Source: an optimization exercise on an open RTL-to-GDS flow (aim: a short achievable clock period and few clock cycles). Production flows keep margins and buffers that such runs may drop. RTL that was checked went through simulation tests only; none was proved equivalent to the original.

==> run X: inputs <==
Design dsrb_bridge, start of the top module:
module dsrb_bridge (
    input  wire        clk,
    input  wire        rst,           
    input  wire        in_valid,
    output wire        in_ready,
    input  wire [15:0] in_data,
    input  wire        in_last,
    output wire        out_valid,
    input  wire        out_ready,
    output wire [15:0] out_data,
    output wire        out_last,
    output wire [1:0]  out_evt,       
    output wire        led_rx,
    output wire        led_tx,
    output wire        reset_line,
    output wire        clk_frozen,
    output wire        uart_en
);
clock: 9.0 ns
lec_check: 0
abc_clock_period_in_ps: 3000
cap_margin: 20
core_margin: 2
core_utilization: 40
place_density: 0.6
setup_slack_margin: 5
slew_margin: 20
run.sh (not shown) runs the stock make flow with config.mk's settings and CLKGATE_MAP_FILE= SYNTH_SCRIPT=/design/flow/synth_recipe.tcl, a recipe that flattens the netlist after the stock synthesis.
==> run M (differences from run X) <==
ABC_CLOCK_PERIOD_IN_PS = unset   (was 3000)
SETUP_SLACK_MARGIN = unset   (was 5)
==> results_dict.tcl <==
set metrics [dict create \
    outcome "finished clean" \
    reg2regPathDepth 12 \
    hold_path_startpoint "lc_baud[2]" \
    drive_gt1_share_pct 22.3 \
    powerClk_mw 11.7 \
    peakVddDrop_mv 0.318 \
    path_cells "mux4_2, buf_4, mux2i_1, ha_1, nor2_1, a22oi_1, o31a_2, nand3_1, a211oi_1, o2111ai_1, or3_2, nor4_1" \
    grt_pass1_wl_um 468000 \
]
[end of results for run M]
==> results_dict.tcl <==
set metrics [dict create \
    outcome "finished clean" \
    yosys.area_share.simple_pct 5.57 \
    grt_pass1_wl_um 490000 \
    drive_gt1_share_pct 26.1 \
    reg2regPathDepth 8 \
    path_cells "or3b_4, o22ai_1, a211oi_2, buf_4, nand3_2, nor2_2, nand2_4, nor2_2" \
    powerClk_mw 11.8 \
    hold_path_startpoint "lc_baud[21]" \
    peakVddDrop_mv 0.253 \
    crit_type "flip-flop to flip-flop" \
]
[end of results for run X]
Function was not checked in any run of this note: the RTL went through the layout flow alone.

========
==> inputs of job 902 <==
dsrb_bridge, a different RTL version from the one above (not shown whole).
clock: 9.0 ns
lec_check: 0
abc_clock_period_in_ps: 3000
cap_margin: 20
core_margin: 2
core_utilization: 40
place_density: 0.6
setup_slack_margin: 5
slew_margin: 20
standard.sh (not shown) runs the stock make flow with config.mk's settings and CLKGATE_MAP_FILE= SYNTH_SCRIPT=/design/flow/synth_recipe.tcl, a recipe that flattens the netlist after the stock synthesis.
==> flow/flow/run.sh <==
#!/bin/bash
set -euo pipefail
MARGIN=${MARGIN:-6.5}
bash standard.sh SETUP_SLACK_MARGIN=$MARGIN finish > run_make.log 2>&1
==> job 7786 (differences from job 902) <==
--- a/flow/design.v
+++ b/flow/design.v
@@ -51,59 +51,47 @@
     reg        iq_word [0:3];
     reg [5:0]  iq_inc  [0:3];
     reg [2:0]  iq_cnt;
     reg        in_ready_r;
     reg        exp_word;                 
-    reg [7:0]  wacc;                     
+    reg [7:0]  wown;                     
+    reg [7:0]  wdelta;                   
     reg [3:0]  npush;                    
-    reg [3:0]  ntick;                    
     reg [5:0]  ncmd;                     
     reg [6:0]  sum_r;                    
     reg [5:0]  pred_i;                   
     reg [8:0]  th_0, th_1, th_8, th_i;   
-    reg [8:0]  th_1t;                    
     reg [7:0]  refund;                   
     reg        moved_r;
-    reg [7:0]  wsub;                     
     assign in_ready = in_ready_r;
     wire acc   = in_valid & in_ready_r;
     wire acc_w = acc & exp_word;
     wire in_is_instep = (in_data[12:8] == 5'h08) & in_data[0];
     wire in_is_getlc  = (in_data[12:8] == 5'h18);
     wire in_is_push   = (in_data[12:8] == 5'h01);
-    wire in_is_tick   = (in_data[12:8] == 5'h0A);
     wire [5:0] inc_now = in_is_instep ? pred_i : (in_is_getlc ? 6'd8 : 6'd1);
-    wire       flush_may = flush_pend | (ntick != 4'd0) | (acc_w & in_is_tick);
-    wire [5:0] pred_i_nx = (!flush_may && sum_r < 7'd21) ? 6'd1 :
-                           (sum_r >= 7'd30) ? 6'd33 : (sum_r[5:0] + 6'd3);
+    wire [5:0] pred_i_nx = (sum_r >= 7'd30) ? 6'd33 : (sum_r[5:0] + 6'd3);
     wire [5:0] pred_m_nx = (sum_r >= 7'd29) ? 6'd33 :
                            ((sum_r < 7'd4) ? 6'd8 : (sum_r[5:0] + 6'd4));
-    wire [5:0] pred_s_nx = (!flush_may && sum_r < 7'd20) ? 6'd8 : pred_m_nx;
-    wire [8:0] th0_nx = {1'b0, WMAX} - {3'b000, pred_s_nx};
-    wire [8:0] th0t_nx = {1'b0, WMAX} - {3'b000, pred_m_nx};
-    wire c_0 = ({1'b0, wacc} <= th_0);
-    wire c_1 = ({1'b0, wacc} <= th_1);
-    wire c_8 = ({1'b0, wacc} <= th_8);
-    wire c_i = ({1'b0, wacc} <= th_i);
-    wire c_t = ({1'b0, wacc} <= th_1t);
-    wire [7:0] wbase = wacc - wsub;
-    wire [7:0] wa_0  = wbase;
-    wire [7:0] wa_1  = wbase + 8'd1;
-    wire [7:0] wa_8  = wbase + 8'd8;
-    wire [7:0] wa_i  = wbase + {2'b00, pred_i};
-    wire [7:0] wacc_nx = !acc_w ? wa_0 : (in_is_instep ? wa_i : (in_is_getlc ? wa_8 : wa_1));
-    wire w_ok = !acc_w ? c_0 : (in_is_instep ? c_i : (in_is_getlc ? c_8 : (in_is_tick ? c_t : c_1)));
+    wire [8:0] th0_nx = {1'b0, WMAX} - {3'b000, pred_m_nx};
+    wire [7:0] wsum  = wown + wdelta;           
+    wire [8:0] wnext = {1'b0, wsum};
+    wire c_0 = (wnext <= th_0);
+    wire c_1 = (wnext <= th_1);
+    wire c_8 = (wnext <= th_8);
+    wire c_i = (wnext <= th_i);
+    wire w_ok = !acc_w ? c_0 : (in_is_instep ? c_i : (in_is_getlc ? c_8 : c_1));
     wire iq_ok  = ({1'b0, iq_cnt} + {3'b000, acc}) <= 4'd3;
     wire cmd_ok = ({1'b0, ncmd} + {6'd0, acc_w}) <= (QDEPTH - 2);
     wire exp_word_nx = acc ? in_last : exp_word;
     reg        d_valid, d_word, d_last, d_ok, d_hz;
     reg [15:0] d_cmd;
     reg [7:0]  d_byte;
     reg [2:0]  d_pidx;                   
     reg [5:0]  d_inc;
     reg [3:0]  d_fcode;
-    reg        d_op01, d_op04, d_op09, d_op0a, d_op19;   
+    reg        d_op01, d_op04, d_op09, d_op19;   
     reg        f_rxpush, f_rxpop, f_rxocc, f_txpush, f_txpop, f_txocc, f_ringrst,
                f_instep, f_outstep, f_tick, f_csrrd, f_vbus, f_susp, f_wake,
                f_eorst, f_addr, f_setcfg, f_getlc, f_setlc, f_setcls, f_sendbrk,
                f_unsup, f_dev;
     reg [15:0] cur_cmd;
@@ -185,11 +173,10 @@
     reg [5:0]  p_ptr;
     reg [5:0]  p_plen;
     reg        p_lc;
     reg [1:0]  p_evt;
     reg [7:0]  p_idx;
-    reg [7:0]  p_rxd, p_txd;             
     reg [5:0]  p_inc;
     reg        o_valid;
     reg [5:0]  o_left;
     reg        o_lc;
     wire       q_empty;
@@ -205,11 +192,14 @@
     reg [5:0] sp_room;
     wire ctl_state = (dstate == ST_DEFAULT) || (dstate == ST_ADDR) || (dstate == ST_CONF);
     wire lc_valid  = (pb[4] == 8'd0 || pb[4] == 8'd2) && (pb[5] <= 8'd2) &&
                      (d_byte >= 8'd5 && d_byte <= 8'd8);
     wire pb_baud_nz = (pb[0] != 8'd0) || (pb[1] != 8'd0) || (pb[2] != 8'd0) || (pb[3] != 8'd0);
-    reg  rx_full, rx_empty, tx_full, tx_empty;    
+    wire rx_full  = (occ_rx == MASK);
+    wire rx_empty = (occ_rx == 6'd0);
+    wire tx_full  = (occ_tx == MASK);
+    wire tx_empty = (occ_tx == 6'd0);
     wire [5:0] k  = occ_rx[5] ? 6'd32 : occ_rx;
     wire do_rxpush = f_rxpush & bridge & !rx_full;
     wire do_rxpop  = f_rxpop & !rx_empty;
     wire do_drain  = f_instep & bridge & d8[0] &
                      (occ_rx[5] | (occ_rx[4] & occ_rx[3]) | (flush_pend & !rx_empty));
@@ -307,11 +297,11 @@
         end
         if (f_rxocc) begin r_v = 1'b1; r_imm = {2'b00, occ_rx}; end
         if (f_txpush && !do_txpush) r_status = RS_NO;
         if (f_txpop) begin
             if (!do_txpop) r_status = RS_NO;
-            else begin r_v = 1'b1; r_sel = 2'd2; end
+            else begin r_v = 1'b1; r_sel = 2'd2; r_ptr = txr; end
         end
         if (f_txocc) begin r_v = 1'b1; r_imm = {2'b00, occ_tx}; end
         if (f_instep) begin
             if (!do_drain) r_status = RS_NO;
             else begin r_v = 1'b1; r_imm = {2'b00, k}; r_plen = k; end
@@ -382,29 +372,29 @@
     end
     reg [7:0] p_data;
     always @(*) begin
         case (p_sel)
             2'd0: p_data = p_imm;
-            2'd1: p_data = p_rxd;
-            2'd2: p_data = p_txd;
+            2'd1: p_data = rxbuf[p_ptr];
+            2'd2: p_data = txbuf[p_ptr];
             default: p_data = csr;
         endcase
     end
     wire [4:0] p_lvl = {baud_nz, (dstate == ST_SUSP), cls[0], (pulse_tx != 4'd0), (pulse_rx != 4'd0)};
-    localparam QW = 28;
+    localparam QW = 33;
     reg [QW-1:0] q_mem [0:QDEPTH-1];
     reg [4:0]    q_wp, q_rp;
     reg [5:0]    q_cnt;
     assign q_empty = (q_cnt == 6'd0);
-    wire [QW-1:0] q_in = {p_status, p_v, p_data, p_evt, p_lvl, (p_plen != 6'd0), p_lc, p_ptr};
+    wire [QW-1:0] q_in = {p_status, p_v, p_data, p_evt, p_lvl, p_plen, p_lc, p_ptr};
     wire [QW-1:0] q_hd = q_mem[q_rp];
-    wire [3:0] qh_status = q_hd[27:24];
-    wire       qh_v      = q_hd[23];
-    wire [7:0] qh_data   = q_hd[22:15];
-    wire [1:0] qh_evt    = q_hd[14:13];
-    wire [4:0] qh_lvl    = q_hd[12:8];
-    wire       qh_pay    = q_hd[7];
+    wire [3:0] qh_status = q_hd[32:29];
+    wire       qh_v      = q_hd[28];
+    wire [7:0] qh_data   = q_hd[27:20];
+    wire [1:0] qh_evt    = q_hd[19:18];
+    wire [4:0] qh_lvl    = q_hd[17:13];
+    wire [5:0] qh_plen   = q_hd[12:7];
     wire       qh_lc     = q_hd[6];
     wire [5:0] qh_ptr    = q_hd[5:0];
     reg [15:0] o_data;
     reg        o_last;
     reg [1:0]  o_evt;
@@ -451,14 +441,14 @@
     always @(posedge clk) begin
         if (rst) begin
             in_ready_r <= 1'b0;
             exp_word <= 1'b1;
             iq_cnt <= 3'd0;
-            wacc <= 8'd0; npush <= 4'd0; ntick <= 4'd0; ncmd <= 6'd0;
+            wown <= 8'd0; wdelta <= 8'd0; npush <= 4'd0; ncmd <= 6'd0;
             sum_r <= 7'd0; pred_i <= 6'd33;
-            th_0 <= 9'd0; th_1 <= 9'd0; th_8 <= 9'd0; th_i <= 9'd0; th_1t <= 9'd0;
-            refund <= 8'd0; moved_r <= 1'b0; wsub <= 8'd0;
+            th_0 <= 9'd0; th_1 <= 9'd0; th_8 <= 9'd0; th_i <= 9'd0;
+            refund <= 8'd0; moved_r <= 1'b0;
             rem <= 8'd0; cur_fc <= 4'd0; cur_big <= 1'b0; cur_ops <= 23'd0;
             d_valid <= 1'b0;
             cur_cmd <= 16'd0; cur_inc <= 6'd0; pcnt <= 8'd0;
             sp_addr <= 6'd0; sp_room <= 6'd0;
             p_valid <= 1'b0;
@@ -467,11 +457,10 @@
             o_data <= 16'd0; o_last <= 1'b0; o_evt <= 2'b00; o_lvl <= 5'd0;
             lc_busy <= 1'b0;
             rx_pend <= 64'd0;
             rxw <= 6'd0; rxr <= 6'd0; txw <= 6'd0; txr <= 6'd0;
             occ_rx <= 6'd0; occ_tx <= 6'd0;
-            rx_full <= 1'b0; rx_empty <= 1'b1; tx_full <= 1'b0; tx_empty <= 1'b1;
             dstate <= ST_UNATT; prev <= 3'd0; config_r <= 8'd0;
             ien_susp <= 1'b1; ien_wake <= 1'b0;
             bridge <= 1'b0; flush_pend <= 1'b0; rx_ovr <= 1'b0;
             flush_cnt <= 2'd0; pulse_rx <= 4'd0; pulse_tx <= 4'd0;
             lc_baud <= 32'd0; baud_nz <= 1'b0; lc_fmt <= 8'd0; lc_par <= 8'd0; lc_bits <= 8'd0;
@@ -495,21 +484,19 @@
             iq_cnt <= iq_cnt + {2'd0, acc} - {2'd0, d_take};
             exp_word <= exp_word_nx;
             in_ready_r <= iq_ok && cmd_ok && (!exp_word_nx || w_ok);
             moved_r <= o_moved;
             refund  <= p_valid ? ({2'b00, p_inc} - {2'b00, p_plen} - 8'd1) : 8'd0;
-            wacc    <= wacc_nx;
-            wsub    <= refund + {7'd0, moved_r};
+            wdelta  <= (acc_w ? {2'b00, inc_now} : 8'd0) - refund - {7'd0, moved_r};
+            wown    <= wnext[7:0];
             sum_r   <= {1'b0, occ_rx} + {3'b000, npush};
             pred_i  <= pred_i_nx;
             th_0    <= th0_nx;
             th_1    <= th0_nx - 9'd1;
             th_8    <= th0_nx - 9'd8;
             th_i    <= th0_nx - {3'b000, pred_i_nx};
-            th_1t   <= th0t_nx - 9'd1;
             npush <= npush + {3'd0, acc_w & in_is_push} - {3'd0, ex & d_op01};
-            ntick <= ntick + {3'd0, acc_w & in_is_tick} - {3'd0, ex & d_op0a};
             ncmd <= ncmd + {5'd0, acc_w} - {5'd0, q_pop};
             if (d_take) begin
                 d_valid <= 1'b1;
                 d_word  <= h_word;
                 d_last  <= h_last;
@@ -518,11 +505,10 @@
                 d_pidx  <= (pcnt > 8'd6) ? 3'd7 : pcnt[2:0];
                 d_inc   <= h_word ? h_inc : cur_inc;
                 d_fcode <= fcode;
                 d_ok    <= dc_ok;
                 d_op01  <= h_word ? w_ops[0] : cur_ops[0];
-                d_op0a  <= h_word ? w_ops[9] : cur_ops[9];
                 d_op04  <= h_word ? w_ops[3] : cur_ops[3];
                 d_op09  <= h_word ? w_ops[8] : cur_ops[8];
                 d_op19  <= h_word ? w_ops[18] : cur_ops[18];
                 d_hz    <= rx_pend[rxw] | (d_valid & d_op01 & d_last & rx_pend[rxw + 6'd1]) |
                            ((f_ringrst | f_dev) & rx_pend[0]);
@@ -558,35 +544,27 @@
             end
             rx_pend <= (rx_pend & ~((o_pay && !o_lc) ? (64'd1 << o_ptr) : 64'd0))
                      | ((ex_raw && do_drain) ? drain_mask : 64'd0);
             if (ex_raw && clr_rx) begin
                 rxw <= 6'd0; rxr <= 6'd0; occ_rx <= 6'd0;
-                rx_full <= 1'b0; rx_empty <= 1'b1;
             end else if (ex && do_rxpush) begin
                 rxw <= rxw + 6'd1; occ_rx <= occ_rx + 6'd1;
-                rx_full <= (occ_rx == 6'd62); rx_empty <= 1'b0;
             end else if (ex_raw && do_rxpop) begin
                 rxr <= rxr + 6'd1; occ_rx <= occ_rx - 6'd1;
-                rx_full <= 1'b0; rx_empty <= (occ_rx == 6'd1);
             end else if (ex_raw && do_drain) begin
                 rxr <= occ_rx[5] ? {~rxr[5], rxr[4:0]} : rxw;
                 occ_rx <= occ_rx[5] ? {1'b0, occ_rx[4:0]} : 6'd0;
-                rx_full <= 1'b0; rx_empty <= !occ_rx[5] || (occ_rx[4:0] == 5'd0);
             end
             if (ex_raw && f_rxpush && bridge && rx_full) rx_ovr <= 1'b1;
             if (ex_raw && clr_tx) begin
                 txw <= 6'd0; txr <= 6'd0; occ_tx <= 6'd0;
-                tx_full <= 1'b0; tx_empty <= 1'b1;
             end else if (ex_raw && do_txpush) begin
                 txw <= txw + 6'd1; occ_tx <= occ_tx + 6'd1;
-                tx_full <= (occ_tx == 6'd62); tx_empty <= 1'b0;
             end else if (ex_raw && do_txpop) begin
                 txr <= txr + 6'd1; occ_tx <= occ_tx - 6'd1;
-                tx_full <= 1'b0; tx_empty <= (occ_tx == 6'd1);
             end else if (ex_raw && do_outstep) begin
                 txw <= txw + d8[5:0]; occ_tx <= occ_tx + d8[5:0];
-                tx_full <= (d8[5:0] == free_tx); tx_empty <= tx_empty && (d8[5:0] == 6'd0);
             end
             if (ex_raw) begin
                 if (gate_off || (f_dev && dv_flush_clr)) begin
                     flush_cnt <= 2'd0; flush_pend <= 1'b0;
                 end else if (do_drain) begin
@@ -632,12 +610,10 @@
                 p_ptr    <= r_ptr;
                 p_plen   <= r_plen;
                 p_lc     <= r_lc;
                 p_evt    <= r_evt;
                 p_idx    <= d8;
-                p_rxd    <= rxbuf[rxr];
-                p_txd    <= txbuf[txr];
                 p_inc    <= d_inc;
             end
             if (p_valid) begin
                 q_mem[q_wp] <= q_in;
                 q_wp <= q_wp + 5'd1;
@@ -654,14 +630,14 @@
                 o_ptr   <= o_ptr + 6'd1;
                 o_lci   <= o_lci + 3'd1;
             end else if (q_pop) begin
                 o_valid <= 1'b1;
                 o_data  <= {qh_status, 3'b000, qh_v, qh_data};
-                o_last  <= !qh_pay;
+                o_last  <= (qh_plen == 6'd0);
                 o_evt   <= qh_evt;
                 o_lvl   <= qh_lvl;
-                o_left  <= qh_pay ? qh_data[5:0] : 6'd0;
+                o_left  <= qh_plen;
                 o_lc    <= qh_lc;
                 o_ptr   <= qh_ptr;
                 o_lci   <= 3'd0;
             end else if (o_adv) begin
                 o_valid <= 1'b0;
==> flow/run.sh (new file) <==
#!/bin/bash
# synth_recipe.tcl (not shown) runs the flow's synth.tcl, then flattens the netlist and writes it again
# the make line also repeats each setting of config.mk as NAME=value (left out here)
make -C /OpenROAD-flow-scripts/flow DESIGN_CONFIG=/design/flow/config.mk WORK_HOME=/design/flow/orfs CLKGATE_MAP_FILE= SYNTH_SCRIPT=/design/flow/synth_recipe.tcl finish
- CORE_UTILIZATION: 40 -> 60
- PLACE_DENSITY: 0.6 -> 0.7
removed: flow/flow/run.sh
removed: flow/standard.sh
==> job 4103 (differences from job 902) <==
--- a/flow/design.v
+++ b/flow/design.v
@@ -53,57 +53,48 @@
     reg [2:0]  iq_cnt;
     reg        in_ready_r;
     reg        exp_word;                 
     reg [7:0]  wacc;                     
     reg [3:0]  npush;                    
-    reg [3:0]  ntick;                    
     reg [5:0]  ncmd;                     
     reg [6:0]  sum_r;                    
     reg [5:0]  pred_i;                   
     reg [8:0]  th_0, th_1, th_8, th_i;   
-    reg [8:0]  th_1t;                    
     reg [7:0]  refund;                   
     reg        moved_r;
-    reg [7:0]  wsub;                     
     assign in_ready = in_ready_r;
     wire acc   = in_valid & in_ready_r;
     wire acc_w = acc & exp_word;
     wire in_is_instep = (in_data[12:8] == 5'h08) & in_data[0];
     wire in_is_getlc  = (in_data[12:8] == 5'h18);
     wire in_is_push   = (in_data[12:8] == 5'h01);
-    wire in_is_tick   = (in_data[12:8] == 5'h0A);
     wire [5:0] inc_now = in_is_instep ? pred_i : (in_is_getlc ? 6'd8 : 6'd1);
-    wire       flush_may = flush_pend | (ntick != 4'd0) | (acc_w & in_is_tick);
-    wire [5:0] pred_i_nx = (!flush_may && sum_r < 7'd21) ? 6'd1 :
-                           (sum_r >= 7'd30) ? 6'd33 : (sum_r[5:0] + 6'd3);
+    wire [5:0] pred_i_nx = (sum_r >= 7'd30) ? 6'd33 : (sum_r[5:0] + 6'd3);
     wire [5:0] pred_m_nx = (sum_r >= 7'd29) ? 6'd33 :
                            ((sum_r < 7'd4) ? 6'd8 : (sum_r[5:0] + 6'd4));
-    wire [5:0] pred_s_nx = (!flush_may && sum_r < 7'd20) ? 6'd8 : pred_m_nx;
-    wire [8:0] th0_nx = {1'b0, WMAX} - {3'b000, pred_s_nx};
-    wire [8:0] th0t_nx = {1'b0, WMAX} - {3'b000, pred_m_nx};
+    wire [8:0] th0_nx = {1'b0, WMAX} - {3'b000, pred_m_nx};
     wire c_0 = ({1'b0, wacc} <= th_0);
     wire c_1 = ({1'b0, wacc} <= th_1);
     wire c_8 = ({1'b0, wacc} <= th_8);
     wire c_i = ({1'b0, wacc} <= th_i);
-    wire c_t = ({1'b0, wacc} <= th_1t);
-    wire [7:0] wbase = wacc - wsub;
+    wire [7:0] wbase = wacc - refund - {7'd0, moved_r};
     wire [7:0] wa_0  = wbase;
     wire [7:0] wa_1  = wbase + 8'd1;
     wire [7:0] wa_8  = wbase + 8'd8;
     wire [7:0] wa_i  = wbase + {2'b00, pred_i};
     wire [7:0] wacc_nx = !acc_w ? wa_0 : (in_is_instep ? wa_i : (in_is_getlc ? wa_8 : wa_1));
-    wire w_ok = !acc_w ? c_0 : (in_is_instep ? c_i : (in_is_getlc ? c_8 : (in_is_tick ? c_t : c_1)));
+    wire w_ok = !acc_w ? c_0 : (in_is_instep ? c_i : (in_is_getlc ? c_8 : c_1));
     wire iq_ok  = ({1'b0, iq_cnt} + {3'b000, acc}) <= 4'd3;
     wire cmd_ok = ({1'b0, ncmd} + {6'd0, acc_w}) <= (QDEPTH - 2);
     wire exp_word_nx = acc ? in_last : exp_word;
     reg        d_valid, d_word, d_last, d_ok, d_hz;
     reg [15:0] d_cmd;
     reg [7:0]  d_byte;
     reg [2:0]  d_pidx;                   
     reg [5:0]  d_inc;
     reg [3:0]  d_fcode;
-    reg        d_op01, d_op04, d_op09, d_op0a, d_op19;   
+    reg        d_op01, d_op04, d_op09, d_op19;   
     reg        f_rxpush, f_rxpop, f_rxocc, f_txpush, f_txpop, f_txocc, f_ringrst,
                f_instep, f_outstep, f_tick, f_csrrd, f_vbus, f_susp, f_wake,
                f_eorst, f_addr, f_setcfg, f_getlc, f_setlc, f_setcls, f_sendbrk,
                f_unsup, f_dev;
     reg [15:0] cur_cmd;
@@ -388,23 +379,23 @@
             2'd2: p_data = p_txd;
             default: p_data = csr;
         endcase
     end
     wire [4:0] p_lvl = {baud_nz, (dstate == ST_SUSP), cls[0], (pulse_tx != 4'd0), (pulse_rx != 4'd0)};
-    localparam QW = 28;
+    localparam QW = 33;
     reg [QW-1:0] q_mem [0:QDEPTH-1];
     reg [4:0]    q_wp, q_rp;
     reg [5:0]    q_cnt;
     assign q_empty = (q_cnt == 6'd0);
-    wire [QW-1:0] q_in = {p_status, p_v, p_data, p_evt, p_lvl, (p_plen != 6'd0), p_lc, p_ptr};
+    wire [QW-1:0] q_in = {p_status, p_v, p_data, p_evt, p_lvl, p_plen, p_lc, p_ptr};
     wire [QW-1:0] q_hd = q_mem[q_rp];
-    wire [3:0] qh_status = q_hd[27:24];
-    wire       qh_v      = q_hd[23];
-    wire [7:0] qh_data   = q_hd[22:15];
-    wire [1:0] qh_evt    = q_hd[14:13];
-    wire [4:0] qh_lvl    = q_hd[12:8];
-    wire       qh_pay    = q_hd[7];
+    wire [3:0] qh_status = q_hd[32:29];
+    wire       qh_v      = q_hd[28];
+    wire [7:0] qh_data   = q_hd[27:20];
+    wire [1:0] qh_evt    = q_hd[19:18];
+    wire [4:0] qh_lvl    = q_hd[17:13];
+    wire [5:0] qh_plen   = q_hd[12:7];
     wire       qh_lc     = q_hd[6];
     wire [5:0] qh_ptr    = q_hd[5:0];
     reg [15:0] o_data;
     reg        o_last;
     reg [1:0]  o_evt;
@@ -451,14 +442,14 @@
     always @(posedge clk) begin
         if (rst) begin
             in_ready_r <= 1'b0;
             exp_word <= 1'b1;
             iq_cnt <= 3'd0;
-            wacc <= 8'd0; npush <= 4'd0; ntick <= 4'd0; ncmd <= 6'd0;
+            wacc <= 8'd0; npush <= 4'd0; ncmd <= 6'd0;
             sum_r <= 7'd0; pred_i <= 6'd33;
-            th_0 <= 9'd0; th_1 <= 9'd0; th_8 <= 9'd0; th_i <= 9'd0; th_1t <= 9'd0;
-            refund <= 8'd0; moved_r <= 1'b0; wsub <= 8'd0;
+            th_0 <= 9'd0; th_1 <= 9'd0; th_8 <= 9'd0; th_i <= 9'd0;
+            refund <= 8'd0; moved_r <= 1'b0;
             rem <= 8'd0; cur_fc <= 4'd0; cur_big <= 1'b0; cur_ops <= 23'd0;
             d_valid <= 1'b0;
             cur_cmd <= 16'd0; cur_inc <= 6'd0; pcnt <= 8'd0;
             sp_addr <= 6'd0; sp_room <= 6'd0;
             p_valid <= 1'b0;
@@ -496,20 +487,17 @@
             exp_word <= exp_word_nx;
             in_ready_r <= iq_ok && cmd_ok && (!exp_word_nx || w_ok);
             moved_r <= o_moved;
             refund  <= p_valid ? ({2'b00, p_inc} - {2'b00, p_plen} - 8'd1) : 8'd0;
             wacc    <= wacc_nx;
-            wsub    <= refund + {7'd0, moved_r};
             sum_r   <= {1'b0, occ_rx} + {3'b000, npush};
             pred_i  <= pred_i_nx;
             th_0    <= th0_nx;
             th_1    <= th0_nx - 9'd1;
             th_8    <= th0_nx - 9'd8;
             th_i    <= th0_nx - {3'b000, pred_i_nx};
-            th_1t   <= th0t_nx - 9'd1;
             npush <= npush + {3'd0, acc_w & in_is_push} - {3'd0, ex & d_op01};
-            ntick <= ntick + {3'd0, acc_w & in_is_tick} - {3'd0, ex & d_op0a};
             ncmd <= ncmd + {5'd0, acc_w} - {5'd0, q_pop};
             if (d_take) begin
                 d_valid <= 1'b1;
                 d_word  <= h_word;
                 d_last  <= h_last;
@@ -518,11 +506,10 @@
                 d_pidx  <= (pcnt > 8'd6) ? 3'd7 : pcnt[2:0];
                 d_inc   <= h_word ? h_inc : cur_inc;
                 d_fcode <= fcode;
                 d_ok    <= dc_ok;
                 d_op01  <= h_word ? w_ops[0] : cur_ops[0];
-                d_op0a  <= h_word ? w_ops[9] : cur_ops[9];
                 d_op04  <= h_word ? w_ops[3] : cur_ops[3];
                 d_op09  <= h_word ? w_ops[8] : cur_ops[8];
                 d_op19  <= h_word ? w_ops[18] : cur_ops[18];
                 d_hz    <= rx_pend[rxw] | (d_valid & d_op01 & d_last & rx_pend[rxw + 6'd1]) |
                            ((f_ringrst | f_dev) & rx_pend[0]);
@@ -654,14 +641,14 @@
                 o_ptr   <= o_ptr + 6'd1;
                 o_lci   <= o_lci + 3'd1;
             end else if (q_pop) begin
                 o_valid <= 1'b1;
                 o_data  <= {qh_status, 3'b000, qh_v, qh_data};
-                o_last  <= !qh_pay;
+                o_last  <= (qh_plen == 6'd0);
                 o_evt   <= qh_evt;
                 o_lvl   <= qh_lvl;
-                o_left  <= qh_pay ? qh_data[5:0] : 6'd0;
+                o_left  <= qh_plen;
                 o_lc    <= qh_lc;
                 o_ptr   <= qh_ptr;
                 o_lci   <= 3'd0;
             end else if (o_adv) begin
                 o_valid <= 1'b0;
==> notes <==
- The highest synthesized cell count belongs to job 7786, the lowest to job 902.
- The highest area after synthesis belongs to job 7786, the lowest to job 902.
- Flip-flop and latch count: job 902 < job 7786 < job 4103.
- In job 902 the fmax is lower than in job 4103, by about 8%.
- Between job 7786 and job 4103, the lower via count is in job 7786 (gap about 8%, measured against job 4103).
- In job 7786 the worst hold slack is better than in job 4103, by 0.0069 ns.
- The highest sequential share of layout area belongs to job 7786, the lowest to job 902.
Testbench counts of job 902, summed over its fixed seeds: cycles 36,605.
Testbench counts of job 7786, summed over its fixed seeds: cycles 36,722.
Testbench counts of job 4103, summed over its fixed seeds: cycles 36,722.

==> afterwards: timing with drivers on the ports <==
The results above use ideal ports. As a check the final layouts listed here were re-extracted and re-timed, cells and wires unchanged.
Step 1: set_driving_cell puts a clkbuf_16 on clk and a buf_2 on each other input, an assumption about the parent block.
Step 2 times the ports against the registers' clock, not the clock port: input delays grow and output delays shrink by t, the midpoint of the rising clock arrivals with the driver on.
Three values: no drivers, after step 1, after step 2; two values: the first two.
run	t, ns	setup slack, ns	slew at the worst register clock pin (ns)
run X	0.953	5.004 / 4.948 / 4.157	0.07 / 0.07
run M	0.921	3.172 / 3.172 / 3.172	0.07 / 0.07
job 902	0.953	5.402 / 5.419 / 4.466	0.07 / 0.07
job 7786	0.996	4.650 / 4.650 / 4.044	0.07 / 0.07
job 4103	1.004	5.699 / 5.601 / 5.083	0.07 / 0.07
After both steps every run listed still meets setup and hold. The setup slack of job 902, which loses most, moves by +0.017 ns with the drivers and by -0.936 ns with both steps.
